Background: an optimization exercise with open tools, aiming at small area, a short achievable clock period and few clock cycles. Do not read the settings as production practice.
Function was checked by simulation only, so behaviour that the tests miss may differ from the original.
No activity file was given, so power comes from the tool's default toggle rates.

==> inputs of build 82 <==
==> flow/design.v (excerpt) <==
module radixconv (
    input  wire        clk,
    input  wire        rst,
    input  wire        host_valid,
    input  wire        host_we,
    input  wire        host_buf,
    input  wire [6:0]  host_addr,
    input  wire [15:0] host_wdata,
    output reg  [15:0] host_rdata
);
    localparam BUF_SIZE = 128;
    localparam [3:0] ERR_ILLEGAL = 4'd1;
    localparam [3:0] ERR_WIDTH   = 4'd2;
    localparam [3:0] ERR_BOUNDS  = 4'd3;
    localparam [3:0] ERR_OVERLAP = 4'd4;
    localparam [3:0] ERR_SYMBOL  = 4'd5;
    localparam [3:0] ERR_BUSY    = 4'd6;
    localparam [2:0] S_CHK   = 3'd0;    
    localparam [2:0] S_DIV   = 3'd1;    
    localparam [2:0] S_SET   = 3'd2;    
    localparam [2:0] S_CONV  = 3'd3;    
    localparam [2:0] S_ALPHA = 3'd4;    
    reg [8*BUF_SIZE-1:0] buf_mem;    
    reg [15:0] cmdl, srcaddr, srclen, dstaddr;
    reg [7:0]  dstlen;       
    reg        busy, done, err;
    reg [3:0]  errcode;
    reg [2:0]  state;
    reg [1:0]  div_cnt;
    reg [11:0] div_l;        
  ...
clock: 10.0 ns
lec_check: 0
cap_margin: 20
core_margin: 2
core_utilization: 40
slew_margin: 20
standard.sh (not shown) runs the stock make flow with config.mk's settings and CLKGATE_MAP_FILE= SYNTH_SCRIPT=/design/flow/synth_recipe.tcl, a recipe that flattens the netlist after the stock synthesis.
==> flow/flow/run.sh <==
#!/bin/bash
# The standard layout (the standard.sh: ORFS synthesis to finish), with timing repair aimed at a
# setup margin of 5.5 ns and without gate cloning. The make output goes to flow.log; ORFS keeps each
# step's own log under orfs/logs/.
set -euo pipefail
bash standard.sh SETUP_SLACK_MARGIN=5.5 SKIP_GATE_CLONING=1 finish > flow.log 2>&1
==> inputs of trial 49, as changes to build 82 <==
--- a/flow/design.v
+++ b/flow/design.v
@@ -89,13 +89,12 @@
     wire cmd_illegal = wr_cmd & ~is_srst & ~err & ~busy & ~legal;
     wire cmd_accept  = wr_cmd & ~is_srst & ~err & ~busy & legal & (w != 16'h0000);
     wire       w_fwd = ~((w[15:12] == 4'h2) & (w[7:4] < w[11:8]));
     wire       w_fip = (w[15:12] == 4'h2) & w_fwd;
     wire [6:0] s_rp  = fwd ? srcaddr[6:0] : a_end;     
-    wire [4:0]  eng_ridx = (state == S_CHK) ? (fwd ? s_rp[6:2] + 5'd1 : s_rp[6:2]) :
-                           op_conv_any ? pf : wi;
-    wire [4:0]  ridx = busy ? eng_ridx : host_buf ? host_addr[6:2] : srcaddr[6:2];
+    wire [4:0]  eng_ridx = (state == S_CHK) ? s_rp[6:2] : op_conv_any ? pf : wi;
+    wire [4:0]  ridx = busy ? eng_ridx : host_addr[6:2];
     wire [31:0] bwords [0:31];
     genvar gw;
     generate
         for (gw = 0; gw < 32; gw = gw + 1) begin : g_words
             assign bwords[gw] = buf_mem[32*gw +: 32];
@@ -1012,13 +1011,12 @@
     wire [6:0] wpn_nx = (nw == 2'd2) ? wp3 : (nw == 2'd1) ? wp2 : wpn;
     wire       n_idone = (ins_nx == 8'd0);
     wire       n_ge1   = (wbits_nx >= c_b);
     wire       n_nz    = (wbits_nx != 6'd0);
     wire       c_done  = n_idone & (fwd ? (~n_ge1 & (~emit_part | ~n_nz)) : ~n_nz);
-    wire [4:0] wq_e   = (state == S_CHK) ? srcaddr[6:2] : wq;    
-    wire       a_lo_w = (wq_e == srcaddr[6:2]);
-    wire       a_hi_w = (wq_e == a_end[6:2]);
+    wire       a_lo_w = (wq == srcaddr[6:2]);
+    wire       a_hi_w = (wq == a_end[6:2]);
     reg  [3:0] a_en;
     reg  [7:0] a_val [0:3];
     reg        a_bad;
     reg  [8:0] a_t;
     integer    li;
@@ -1044,11 +1042,11 @@
         eng_code   = 4'd0;
         eng_finish = 1'b0;
         fin_len    = m_len;
         for (ej = 0; ej < 4; ej = ej + 1) begin
             eng_we[ej]   = 1'b0;
-            eng_widx[ej] = wq_e;
+            eng_widx[ej] = wq;
             eng_wd[ej]   = a_val[ej];
         end
         if (op_conv_any) begin
             for (ej = 0; ej < 4; ej = ej + 1) begin
                 if (wp1[1:0] == ej[1:0]) begin
@@ -1091,16 +1089,18 @@
                     end
                     default: ;
                 endcase
             end
         end else begin
-            if (state == S_CHK && !src_ok) begin
-                eng_fault = 1'b1;
-                eng_code  = ERR_BOUNDS;
-            end else if (state == S_CHK && n_zero) begin
-                eng_finish = 1'b1;
-                fin_len    = 11'd0;
+            if (state == S_CHK) begin
+                if (!src_ok) begin
+                    eng_fault = 1'b1;
+                    eng_code  = ERR_BOUNDS;
+                end else if (n_zero) begin
+                    eng_finish = 1'b1;
+                    fin_len    = 11'd0;
+                end
             end else begin
                 for (ej = 0; ej < 4; ej = ej + 1)
                     eng_we[ej] = a_en[ej];
                 if (a_bad) begin
                     eng_fault = 1'b1;
@@ -1221,21 +1221,13 @@
                 ovl_bad  <= 1'b0;
             end
         end
         if (busy) begin
             if (state == S_CHK) begin
-                if (!op_conv_any) begin
-                    cur   <= rword;
-                end else if (fwd) begin
-                    nxt   <= rword;
-                    prime <= 2'd2;
-                    pf    <= s_rp[6:2] + 5'd2;
-                end else begin
-                    cur   <= rword;
-                    prime <= 2'd1;
-                    pf    <= s_rp[6:2] - 5'd1;
-                end
+                cur   <= rword;
+                prime <= 2'd1;
+                pf    <= fwd ? s_rp[6:2] + 5'd1 : s_rp[6:2] - 5'd1;
             end else if (op_conv_any) begin
                 if (!primed) begin
                     if (prime == 2'd0) cur <= rword;
                     else               nxt <= rword;
                     prime <= prime + 2'd1;
@@ -1282,13 +1274,12 @@
                     f_nz     <= 1'b0;
                     f_fit1   <= 1'b1;
                     f_fit2   <= 1'b1;
                     f_idone  <= (srclen[7:0] == 8'd0);
                     f_ige2   <= (srclen[7:0] >= 8'd2);
-                    wi      <= srcaddr[6:2] + 5'd2;
-                    wq      <= srcaddr[6:2] + 5'd1;
-                    son     <= fip;
+                    wi      <= srcaddr[6:2] + 5'd1;
+                    wq      <= srcaddr[6:2];
                     div_l   <= {4'd0, n_len[7:0]} * {8'd0, a_w};
                     div_r   <= 3'd0;
                     div_cnt <= 2'd0;
                     c_off   <= fwd ? 6'd0 : ({2'd0, a_w} - {2'd0, b_w});
                     c_t1    <= (fwd ? 6'd32 : 6'd24 + {2'd0, b_w}) - {2'd0, a_w};
@@ -1301,10 +1292,11 @@
                 end
                 S_DIV: begin
                     div_l   <= q_nx;
                     div_r   <= r_nx;
                     div_cnt <= div_cnt + 2'd1;
+                    if (div_cnt == 2'd0) son <= fip;     
                     if (div_cnt == 2'd3) begin
                         m_inc <= emit_part & (r_nx != 3'd0);
                         state <= fip ? S_CONV : S_SET;
                     end
                 end
@@ -1319,10 +1311,8 @@
                     son   <= 1'b1;
                     state <= S_CONV;
                 end
                 default: ;
             endcase
-        end else begin
-            cur <= rword;
         end
     end
 endmodule
- CAP_MARGIN: 20 -> 30
- CORE_UTILIZATION: 40 -> 55
- CTS_BUF_LIST: default -> sky130_fd_sc_hd__clkbuf_8
- SLEW_MARGIN: 20 -> 30
==> qor summary <==
Initial antenna violation count: trial 49 13; build 82 8
Met1 track demand over resource in global routing: trial 49 53.52%; build 82 40.42%
Clk root buf: trial 49 sky130_fd_sc_hd__clkbuf_8; build 82 sky130_fd_sc_hd__clkbuf_16
Adder and majority cell fraction of the synthesized area: trial 49 4.226%; build 82 4.248%
Worst slew margin: trial 49 12.79%; build 82 13.15%
Cts bufs inserted: trial 49 212; build 82 135
Avg Synthesized Cell Area: trial 49 11.33 um2; build 82 10.71 um2
Vias in the first global route: trial 49 55,020; build 82 57,340
Outcome: trial 49 no timing/DRC/antenna violations; build 82 no timing/DRC/antenna violations
Post-Synth XOR/XNOR Area: trial 49 1.991%; build 82 2.046%
Share of total power in the clock network: trial 49 41.4%; build 82 40.5%
Worst hold path startpoint: trial 49 dstlen[3]$_SDFFE_PP0P_; build 82 errcode[3]$_SDFFE_PP0N_
Met2 track demand over resource: trial 49 63.72%; build 82 47.12%
Maximum achievable frequency: trial 49 0.2147 GHz; build 82 0.2008 GHz
First-pass iteration count of the detailed router: trial 49 8; build 82 9
Clock transition at the registers of the reported paths: trial 49 50 ps; build 82 60 ps
Total power: trial 49 11.46 mW; build 82 13.20 mW
Testbench counts of build 82, summed over its fixed seeds: cycles 30,301.
Testbench counts of trial 49, summed over its fixed seeds: cycles 30,579.


==> build 74: inputs <==
Another version of the RTL of radixconv (not shown whole).
export LEC_CHECK = 0
export CAP_MARGIN = 30
export CORE_MARGIN = 2
export CORE_UTILIZATION = 55
export CTS_BUF_LIST = sky130_fd_sc_hd__clkbuf_4
export CTS_CLUSTER_DIAMETER = 40
export CTS_CLUSTER_SIZE = 8
export SLEW_MARGIN = 30
create_clock -name core_clock -period 10.0 [get_ports {clk}]
Scripts as last shown in full above: flow/flow/run.sh
==> build 16 (differences from build 74) <==
--- a/flow/config.mk
+++ b/flow/config.mk
@@ -7,8 +7,8 @@
 export LEC_CHECK = 0
 export CAP_MARGIN = 30
 export CORE_MARGIN = 2
 export CORE_UTILIZATION = 55
 export CTS_BUF_LIST = sky130_fd_sc_hd__clkbuf_4
-export CTS_CLUSTER_DIAMETER = 40
-export CTS_CLUSTER_SIZE = 8
+export CTS_CLUSTER_DIAMETER = 50
+export CTS_CLUSTER_SIZE = 7
 export SLEW_MARGIN = 30
==> trial 23 (differences from build 74) <==
--- a/flow/design.v
+++ b/flow/design.v
@@ -123,131 +123,14 @@
                           ({1'b0, srcaddr} < dst_end) & ({1'b0, dstaddr} < src_end);
     function [3:0] div_step;    
         input [3:0] b;
         input [2:0] r;
         input       x;
-        reg   [7:0] v;
-        reg   [3:0] t;
+        reg   [4:0] t;
         begin
-            v = {b, r, x};
-            t[0] = (v == 8'd33) |
-                   (v == 8'd35) |
-                   (v == 8'd49) |
-                   (v == 8'd52) |
-                   (v == 8'd65) |
-                   (v == 8'd67) |
-                   (v == 8'd69) |
-                   (v == 8'd71) |
-                   (v == 8'd81) |
-                   (v == 8'd83) |
-                   (v == 8'd86) |
-                   (v == 8'd88) |
-                   (v == 8'd97) |
-                   (v == 8'd99) |
-                   (v == 8'd101) |
-                   (v == 8'd103) |
-                   (v == 8'd105) |
-                   (v == 8'd107) |
-                   (v == 8'd113) |
-                   (v == 8'd115) |
-                   (v == 8'd117) |
-                   (v == 8'd120) |
-                   (v == 8'd122) |
-                   (v == 8'd124) |
-                   (v == 8'd129) |
-                   (v == 8'd131) |
-                   (v == 8'd133) |
-                   (v == 8'd135) |
-                   (v == 8'd137) |
-                   (v == 8'd139) |
-                   (v == 8'd141) |
-                   (v == 8'd143);
-            t[1] = (v == 8'd50) |
-                   (v == 8'd53) |
-                   (v == 8'd66) |
-                   (v == 8'd67) |
-                   (v == 8'd70) |
-                   (v == 8'd71) |
-                   (v == 8'd82) |
-                   (v == 8'd83) |
-                   (v == 8'd87) |
-                   (v == 8'd88) |
-                   (v == 8'd98) |
-                   (v == 8'd99) |
-                   (v == 8'd104) |
-                   (v == 8'd105) |
-                   (v == 8'd114) |
-                   (v == 8'd115) |
-                   (v == 8'd118) |
-                   (v == 8'd121) |
-                   (v == 8'd122) |
-                   (v == 8'd125) |
-                   (v == 8'd130) |
-                   (v == 8'd131) |
-                   (v == 8'd134) |
-                   (v == 8'd135) |
-                   (v == 8'd138) |
-                   (v == 8'd139) |
-                   (v == 8'd142) |
-                   (v == 8'd143);
-            t[2] = (v == 8'd84) |
-                   (v == 8'd89) |
-                   (v == 8'd100) |
-                   (v == 8'd101) |
-                   (v == 8'd106) |
-                   (v == 8'd107) |
-                   (v == 8'd116) |
-                   (v == 8'd117) |
-                   (v == 8'd118) |
-                   (v == 8'd123) |
-                   (v == 8'd124) |
-                   (v == 8'd125) |
-                   (v == 8'd132) |
-                   (v == 8'd133) |
-                   (v == 8'd134) |
-                   (v == 8'd135) |
-                   (v == 8'd140) |
-                   (v == 8'd141) |
-                   (v == 8'd142) |
-                   (v == 8'd143);
-            t[3] = (v == 8'd17) |
-                   (v == 8'd34) |
-                   (v == 8'd35) |
-                   (v == 8'd51) |
-                   (v == 8'd52) |
-                   (v == 8'd53) |
-                   (v == 8'd68) |
-                   (v == 8'd69) |
-                   (v == 8'd70) |
-                   (v == 8'd71) |
-                   (v == 8'd85) |
-                   (v == 8'd86) |
-                   (v == 8'd87) |
-                   (v == 8'd88) |
-                   (v == 8'd89) |
-                   (v == 8'd102) |
-                   (v == 8'd103) |
-                   (v == 8'd104) |
-                   (v == 8'd105) |
-                   (v == 8'd106) |
-                   (v == 8'd107) |
-                   (v == 8'd119) |
-                   (v == 8'd120) |
-                   (v == 8'd121) |
-                   (v == 8'd122) |
-                   (v == 8'd123) |
-                   (v == 8'd124) |
-                   (v == 8'd125) |
-                   (v == 8'd136) |
-                   (v == 8'd137) |
-                   (v == 8'd138) |
-                   (v == 8'd139) |
-                   (v == 8'd140) |
-                   (v == 8'd141) |
-                   (v == 8'd142) |
-                   (v == 8'd143);
-            div_step = t;
+            t = {1'b0, r, x} - {1'b0, b};
+            div_step = t[4] ? {r, x} : {1'b1, t[2:0]};
         end
     endfunction
     function [8:0] alpha;    
         input [1:0] o;
         input [7:0] v;
--- a/flow/config.mk
+++ b/flow/config.mk
@@ -7,8 +7,8 @@
 export LEC_CHECK = 0
 export CAP_MARGIN = 30
 export CORE_MARGIN = 2
 export CORE_UTILIZATION = 55
 export CTS_BUF_LIST = sky130_fd_sc_hd__clkbuf_4
-export CTS_CLUSTER_DIAMETER = 40
+export CTS_CLUSTER_DIAMETER = 50
 export CTS_CLUSTER_SIZE = 8
 export SLEW_MARGIN = 30
==> comparison table <==
	trial 23	build 16	build 74
Status	no timing/DRC/antenna violations	no timing/DRC/antenna violations	no timing/DRC/antenna violations
Final period util	0.4635	0.4545	0.4588
Power density over the cells	129.4 nW/µm²	128.4 nW/µm²	129.9 nW/µm²
Worst-path clk slew	0.10 ns	0.08 ns	0.09 ns
Fraction of area in registers	0.5103	0.5085	0.5062
Final layout net count	6314	6575	6562
Worst path buffer plus inverter count	4	4	6
Initial DRT Pass Iterations	6	24	9
Vias in the first global route	49790	51200	51010
Met2 demand-to-capacity share in global routing	0.5992	0.6009	0.5952
Final-layout worst hold slack	0.4604 ns	0.4895 ns	0.4922 ns
Switching share of power	0.2433	0.2476	0.2426
Synthesis-to-layout area growth	12.46%	11.76%	12.27%
Basic-gate share of the synthesized area counting and, or, nand and nor cells	0.1118	0.1196	0.1196
Number of multi-input combinational cells	3890	4173	4173
Buffers outside the clock class	423	378	375
Number of cells on the worst reg-to-reg path	15	24	11
Routed length per placed instance	32.93 µm	32.45 µm	32.51 µm
Sequential fraction of design power	0.615	0.619	0.608
Overall via count from detail_route	53210	54910	55170
Worst slew slack as a fraction of its limit	0.2641	0.2534	0.3061
Final Routed Wirelength	254200 µm	259700 µm	260500 µm
Testbench counts of build 74, summed over its fixed seeds: cycles 30,579.
Testbench counts of build 16, summed over its fixed seeds: cycles 30,579.
Testbench counts of trial 23, summed over its fixed seeds: cycles 30,579.


==> 06-25 <==
radixconv with an RTL version that a note above also has.
==> flow/design.v (excerpt) <==
module radixconv (
    input  wire        clk,
    input  wire        rst,
    input  wire        host_valid,
    input  wire        host_we,
    input  wire        host_buf,
    input  wire [6:0]  host_addr,
    input  wire [15:0] host_wdata,
    output reg  [15:0] host_rdata
);
Settings: LEC_CHECK=0, CAP_MARGIN=20, CORE_MARGIN=2, CORE_UTILIZATION=60, CTS_BUF_LIST=sky130_fd_sc_hd__clkbuf_8, SLEW_MARGIN=20; clock period 10.0 ns.
Scripts as last shown in full above: flow/flow/run.sh
==> inputs of 10-28, as changes to 06-25 <==
--- a/flow/design.v
+++ b/flow/design.v
@@ -87,17 +87,16 @@
     end
     wire busy_violation = busy & (host_acc_buf | wr_param | (wr_cmd & ~is_srst));
     wire cmd_illegal = wr_cmd & ~is_srst & ~err & ~busy & ~legal;
     wire cmd_accept  = wr_cmd & ~is_srst & ~err & ~busy & legal & (w != 16'h0000);
     wire       w_fwd = ~((w[15:12] == 4'h2) & (w[7:4] < w[11:8]));
     wire       w_fip = (w[15:12] == 4'h2) & w_fwd;
     wire [6:0] s_rp  = fwd ? srcaddr[6:0] : a_end;     
-    wire [4:0]  eng_ridx = (state == S_CHK) ? (fwd ? s_rp[6:2] + 5'd1 : s_rp[6:2]) :
-                           op_conv_any ? pf : wi;
-    wire [4:0]  ridx = busy ? eng_ridx : host_buf ? host_addr[6:2] : srcaddr[6:2];
+    wire [4:0]  eng_ridx = (state == S_CHK) ? s_rp[6:2] : op_conv_any ? pf : wi;
+    wire [4:0]  ridx = busy ? eng_ridx : host_addr[6:2];
     wire [31:0] bwords [0:31];
     genvar gw;
     generate
         for (gw = 0; gw < 32; gw = gw + 1) begin : g_words
             assign bwords[gw] = buf_mem[32*gw +: 32];
         end
     endgenerate
@@ -1010,17 +1009,16 @@
     wire [6:0] wp3 = fwd ? wp + 7'd3 : wp - 7'd3;
     wire [6:0] wp_nx  = (nw == 2'd2) ? wp2 : (nw == 2'd1) ? wp1 : wp;
     wire [6:0] wpn_nx = (nw == 2'd2) ? wp3 : (nw == 2'd1) ? wp2 : wpn;
     wire       n_idone = (ins_nx == 8'd0);
     wire       n_ge1   = (wbits_nx >= c_b);
     wire       n_nz    = (wbits_nx != 6'd0);
     wire       c_done  = n_idone & (fwd ? (~n_ge1 & (~emit_part | ~n_nz)) : ~n_nz);
-    wire [4:0] wq_e   = (state == S_CHK) ? srcaddr[6:2] : wq;    
-    wire       a_lo_w = (wq_e == srcaddr[6:2]);
-    wire       a_hi_w = (wq_e == a_end[6:2]);
+    wire       a_lo_w = (wq == srcaddr[6:2]);
+    wire       a_hi_w = (wq == a_end[6:2]);
     reg  [3:0] a_en;
     reg  [7:0] a_val [0:3];
     reg        a_bad;
     reg  [8:0] a_t;
     integer    li;
     always @* begin
         a_bad = 1'b0;
@@ -1042,15 +1040,15 @@
     always @* begin
         eng_fault  = 1'b0;
         eng_code   = 4'd0;
         eng_finish = 1'b0;
         fin_len    = m_len;
         for (ej = 0; ej < 4; ej = ej + 1) begin
             eng_we[ej]   = 1'b0;
-            eng_widx[ej] = wq_e;
+            eng_widx[ej] = wq;
             eng_wd[ej]   = a_val[ej];
         end
         if (op_conv_any) begin
             for (ej = 0; ej < 4; ej = ej + 1) begin
                 if (wp1[1:0] == ej[1:0]) begin
                     eng_we[ej]   = we1;
                     eng_widx[ej] = wp1[6:2];
@@ -1089,20 +1087,22 @@
                             eng_finish = 1'b1;
                         end
                     end
                     default: ;
                 endcase
             end
         end else begin
-            if (state == S_CHK && !src_ok) begin
-                eng_fault = 1'b1;
-                eng_code  = ERR_BOUNDS;
-            end else if (state == S_CHK && n_zero) begin
-                eng_finish = 1'b1;
-                fin_len    = 11'd0;
+            if (state == S_CHK) begin
+                if (!src_ok) begin
+                    eng_fault = 1'b1;
+                    eng_code  = ERR_BOUNDS;
+                end else if (n_zero) begin
+                    eng_finish = 1'b1;
+                    fin_len    = 11'd0;
+                end
             end else begin
                 for (ej = 0; ej < 4; ej = ej + 1)
                     eng_we[ej] = a_en[ej];
                 if (a_bad) begin
                     eng_fault = 1'b1;
                     eng_code  = ERR_SYMBOL;
                 end else if (a_hi_w) begin
@@ -1219,25 +1219,17 @@
                 bad_r    <= 1'b0;
                 dst_bad  <= 1'b0;
                 ovl_bad  <= 1'b0;
             end
         end
         if (busy) begin
             if (state == S_CHK) begin
-                if (!op_conv_any) begin
-                    cur   <= rword;
-                end else if (fwd) begin
-                    nxt   <= rword;
-                    prime <= 2'd2;
-                    pf    <= s_rp[6:2] + 5'd2;
-                end else begin
-                    cur   <= rword;
-                    prime <= 2'd1;
-                    pf    <= s_rp[6:2] - 5'd1;
-                end
+                cur   <= rword;
+                prime <= 2'd1;
+                pf    <= fwd ? s_rp[6:2] + 5'd1 : s_rp[6:2] - 5'd1;
             end else if (op_conv_any) begin
                 if (!primed) begin
                     if (prime == 2'd0) cur <= rword;
                     else               nxt <= rword;
                     prime <= prime + 2'd1;
                     pf    <= fwd ? pf + 5'd1 : pf - 5'd1;
                 end else if (wcross) begin
@@ -1280,17 +1272,16 @@
                     f_ge2    <= 1'b0;
                     f_eqb    <= 1'b0;
                     f_nz     <= 1'b0;
                     f_fit1   <= 1'b1;
                     f_fit2   <= 1'b1;
                     f_idone  <= (srclen[7:0] == 8'd0);
                     f_ige2   <= (srclen[7:0] >= 8'd2);
-                    wi      <= srcaddr[6:2] + 5'd2;
-                    wq      <= srcaddr[6:2] + 5'd1;
-                    son     <= fip;
+                    wi      <= srcaddr[6:2] + 5'd1;
+                    wq      <= srcaddr[6:2];
                     div_l   <= {4'd0, n_len[7:0]} * {8'd0, a_w};
                     div_r   <= 3'd0;
                     div_cnt <= 2'd0;
                     c_off   <= fwd ? 6'd0 : ({2'd0, a_w} - {2'd0, b_w});
                     c_t1    <= (fwd ? 6'd32 : 6'd24 + {2'd0, b_w}) - {2'd0, a_w};
                     c_t2    <= (fwd ? 6'd32 : 6'd24 + {2'd0, b_w}) - {1'b0, a_w, 1'b0};
                     state   <= op_conv_any ? S_DIV : S_ALPHA;
@@ -1299,14 +1290,15 @@
                     wi <= wi + 5'd1;
                     wq <= wi;
                 end
                 S_DIV: begin
                     div_l   <= q_nx;
                     div_r   <= r_nx;
                     div_cnt <= div_cnt + 2'd1;
+                    if (div_cnt == 2'd0) son <= fip;     
                     if (div_cnt == 2'd3) begin
                         m_inc <= emit_part & (r_nx != 3'd0);
                         state <= fip ? S_CONV : S_SET;
                     end
                 end
                 S_SET: begin
                     wbits <= (fwd | (div_r == 3'd0)) ? 6'd0 : (c_b - {3'd0, div_r});
@@ -1317,12 +1309,10 @@
                     wp    <= fwd ? dbase[6:0] : (srcaddr[6:0] + m_len[6:0] - 7'd1);
                     wpn   <= fwd ? dbase[6:0] + 7'd1 : (srcaddr[6:0] + m_len[6:0] - 7'd2);
                     son   <= 1'b1;
                     state <= S_CONV;
                 end
                 default: ;
             endcase
-        end else begin
-            cur <= rword;
         end
     end
 endmodule
Settings changed: CAP_MARGIN 20 to 30, CORE_UTILIZATION 60 to 55, CTS_BUF_LIST sky130_fd_sc_hd__clkbuf_8 to sky130_fd_sc_hd__clkbuf_4, CTS_CLUSTER_DIAMETER set to 50, CTS_CLUSTER_SIZE set to 8, SLEW_MARGIN 20 to 30.
==> qor summary <==
quantity                                                                    06-25           10-28
Internal Dissipation                                                      8.75 mW         7.43 mW
Core box area                                                        120,000 um^2    127,000 um^2
Number of antenna violations at the first check in global routing              13               6
Dpl cells                                                                   8,154           7,710
Worst Hold Path EP                                                        cmdl[1]       dstlen[3]
Synthesized netlist net count                                               7,010           6,460
Avg Inst Size Synth                                                     10.7 um^2       11.3 um^2
Status                                                             finished clean  finished clean
Post-CTS Setup Bufs                                                            91              80
Min Clock Period, post-route                                              4.95 ns         4.59 ns
Launch point of the critical path                                        host_buf    host_addr[6]
Signal buffers                                                                467             406
Portion of the layout cell area used by clock cells                         4.64%           2.66%
Share of power burned in the clock network                                  36.3%           32.3%
Worst path bufs/invs                                                            6               5
Testbench counts of 06-25, summed over its fixed seeds: cycles 30,301.
Testbench counts of 10-28, summed over its fixed seeds: cycles 30,579.

port drivers added, routing unchanged:
The results above use ideal ports. As a check the final layouts listed here were re-extracted and re-timed, cells and wires unchanged.
Step 1 assumes that a clkbuf_16 drives the clock port and a buf_2 every other input.
Step 2 moves the port delays by t, midway between the first and last clock arrival at a register: inputs arrive t later, outputs are due t later. That takes back most of the time a late clock gives input paths.
a / b / c = ideal / step 1 / step 2; a / b = the first two.
| run | shift t [ns] | setup slack, ns | hold slack, ns | latest minus earliest clock arrival (ns) |
|---|---|---|---|---|
| build 82 | 0.887 | 5.019 / 5.015 / 4.128 | 0.452 / 0.452 / 0.452 | 0.079 / 0.079 |
| trial 49 | 1.054 | 5.343 / 5.341 / 4.287 | 0.478 / 0.478 / 0.478 | 0.065 / 0.065 |
| build 74 | 1.338 | 5.412 / 5.416 / 4.077 | 0.492 / 0.492 / 0.492 | 0.091 / 0.091 |
| build 16 | 1.340 | 5.455 / 5.348 / 4.008 | 0.489 / 0.489 / 0.489 | 0.101 / 0.102 |
| trial 23 | 1.324 | 5.365 / 5.413 / 4.089 | 0.460 / 0.460 / 0.460 | 0.106 / 0.106 |
| 06-25 | 1.016 | 5.047 / 5.057 / 4.040 | 0.476 / 0.476 / 0.476 | 0.055 / 0.055 |
| 10-28 | 1.314 | 5.413 / 5.437 / 4.150 | 0.485 / 0.485 / 0.485 | 0.085 / 0.084 |
After both steps setup and hold are still met in every run listed. For build 16, which loses most, drivers alone change the setup slack by -0.107 ns; drivers and shift together by -1.447 ns.
